From an optimization exercise on the open Yosys and OpenROAD flow, aimed at small area and a short achievable clock period; shortcuts taken in it are not production practice. In this exercise RTL edits were held to simulation tests only and were not proved equivalent to the original.

## run 1
// tgb_chan_trial
module tgb_chan_trial (
    input  wire               clk,
    input  wire               rst,         
    input  wire               scheme,      
    input  wire [3:0]         sps,         
    input  wire [7:0]         phase_inc,   
    input  wire [7:0]         sigma,       
    input  wire               start,       
    input  wire               s_valid,
    input  wire [1:0]         sym_i,       
    input  wire [1:0]         sym_q,       
    input  wire signed [9:0]  noise,       
    output reg                r_valid,
    output wire signed [25:0] r_stat_i,
    output wire signed [25:0] r_stat_q,
    output wire               r_dec_i,     
    output wire               r_dec_q,
    output wire [15:0]        r_errs
);
    reg        v0, st0, sch0;
    reg  [3:0] sps0;
    reg  [7:0] pinc0, sig0;
    reg  [1:0] si0, sq0;
    reg  [9:0] nz0;
    always @(posedge clk) begin
        v0    <= s_valid & ~rst;
        st0   <= start | rst;
        sch0  <= scheme;
        sps0  <= sps;
        pinc0 <= phase_inc;
        sig0  <= sigma;
        si0   <= sym_i;
        sq0   <= sym_q;
        nz0   <= noise;
    end
    reg  [7:0] phase;
    reg  [3:0] cnt;
    reg        ffirst;                     
    wire [7:0] ph    = st0 ? 8'd0 : phase;
    wire [3:0] ccnt  = st0 ? 4'd0 : cnt;
    wire       cff   = st0 | ffirst;
    wire       last  = (ccnt == sps0 - 4'd1);
    always @(posedge clk) begin
        if (v0) begin
            phase  <= ph + pinc0;
            cnt    <= last ? 4'd0 : ccnt + 4'd1;
            ffirst <= cff & ~last;
        end else begin
            phase  <= ph;
            cnt    <= ccnt;
            ffirst <= cff;
        end
    end
    wire [8:0] ma, mb;
    tgb_cos_rom u_rom (.k(ph[5:0]), .a(ma), .b(mb));
    wire [8:0] cmag = ph[6] ? mb : ma;
    wire [8:0] smag = ph[6] ? ma : mb;
    wire       cneg = ph[7] ^ ph[6];
    wire       sneg = ph[7];
    wire [9:0] xi = (si0 == 2'b00) ? 10'd0 : si0[1] & ~si0[0] ? {cmag, 1'b0} : {1'b0, cmag};
    wire [9:0] xq = (sq0 == 2'b00 || !sch0) ? 10'd0 : sq0[1] & ~sq0[0] ? {smag, 1'b0} : {1'b0, smag};
  ...
Size: roughly 2,600 cells after synthesis, roughly 110 I/O pins, ~21,000 sq um of cells after synthesis.
Settings: LEC_CHECK=0, ABC_AREA=1, CAP_MARGIN=20, CORE_MARGIN=2, CORE_UTILIZATION=40, SLEW_MARGIN=20; clock period 30.0 ns.
standard.sh (not shown) runs the stock make flow with config.mk's settings and CLKGATE_MAP_FILE= SYNTH_SCRIPT=/design/flow/synth_recipe.tcl, a recipe that flattens the netlist after the stock synthesis.
==> flow/flow/run.sh <==
#!/bin/bash
set -euo pipefail
cd "$(dirname "$0")/.."
bash standard.sh "BUFFER_PORTS_ARGS=-buffer_cell sky130_fd_sc_hd__buf_2" "SETUP_SLACK_MARGIN=23.2" finish > standard_flow.log 2>&1
diff inputs: run 1 => run 2
==> flow/flow/run.sh <==
#!/bin/bash
set -euo pipefail
cd "$(dirname "$0")/.."
bash standard.sh "BUFFER_PORTS_ARGS=-buffer_cell sky130_fd_sc_hd__buf_2" finish > standard_flow.log 2>&1
### Flow results
Cmp run 2 and run 1 / layout overhead on the synthesized area / lower: run 2. The period utilization of run 2 is higher than that of run 1. Re cell area after layout: run 2 is 730 sq um down on run 1.
Edits applied to the flow inputs when going from run 2 to run 3:
==> flow/run.sh (new file) <==
#!/bin/bash
# synth_recipe.tcl (not shown) runs the flow's synth.tcl, then flattens the netlist and writes it again
# the make line also repeats each setting of config.mk as NAME=value (left out here)
make -C /OpenROAD-flow-scripts/flow DESIGN_CONFIG=/design/flow/config.mk WORK_HOME=/design/flow/orfs CLKGATE_MAP_FILE= SYNTH_SCRIPT=/design/flow/synth_recipe.tcl finish
removed: flow/flow/run.sh
removed: flow/standard.sh
--- outcome ---
In terms of via count normalized by instance count, run 2 and run 3 differ only marginally. Diff run 2 -> run 3: wire length per cell stayed essentially flat, via count rose by 63. Run 3 vs run 2 — number of clock-tree buffers in the layout rose about 13%.
Relative to run 3, the following input files were edited for run 4:
- removing ABC_AREA (formerly 1)
[summary]
Number of placement rows (run 4 vs. run 3) increases by a few percent. Diff run 3 -> run 4: share of final-layout standard cells stronger than drive strength 1 neither gained nor lost much, cell area after synthesis picked up an extra about 13%. Mean number of vias per cell for run 4 is higher than for run 3. Run 4 vs. run 3: post-layout worst setup margin shows a reduction of 0.050 ns. Lower total detailed-routing wirelength was reported by run 3, not run 4. Mux cell area share after synthesis sits higher in run 4 than in run 3.

## separate check: timing with driven ports
No port has a modelled driver above. Below, the same layouts with a new extraction and two added sets of constraints. Step 1: set_driving_cell puts a clkbuf_16 on clk and a buf_2 on each other input, an assumption about the parent block. Step 2 times the ports against the registers' clock, not the clock port: input delays grow and output delays shrink by t, the midpoint of the rising clock arrivals with the driver on. Three values: ideal, step 1, step 2; two values: the first two.
run	shift t [ns]	setup WS [ns]	latest minus earliest clock arrival (ns)	pins driven straight from the clock port
run 1	0.611	22.857 / 22.799 / 23.410	0.026 / 0.027	1
run 2	0.611	22.805 / 22.749 / 23.359	0.035 / 0.035	1
run 3	0.620	22.428 / 22.371 / 22.991	0.035 / 0.036	1
run 4	0.631	22.378 / 22.318 / 22.676	0.023 / 0.023	1
After both steps every run listed still meets setup and hold.
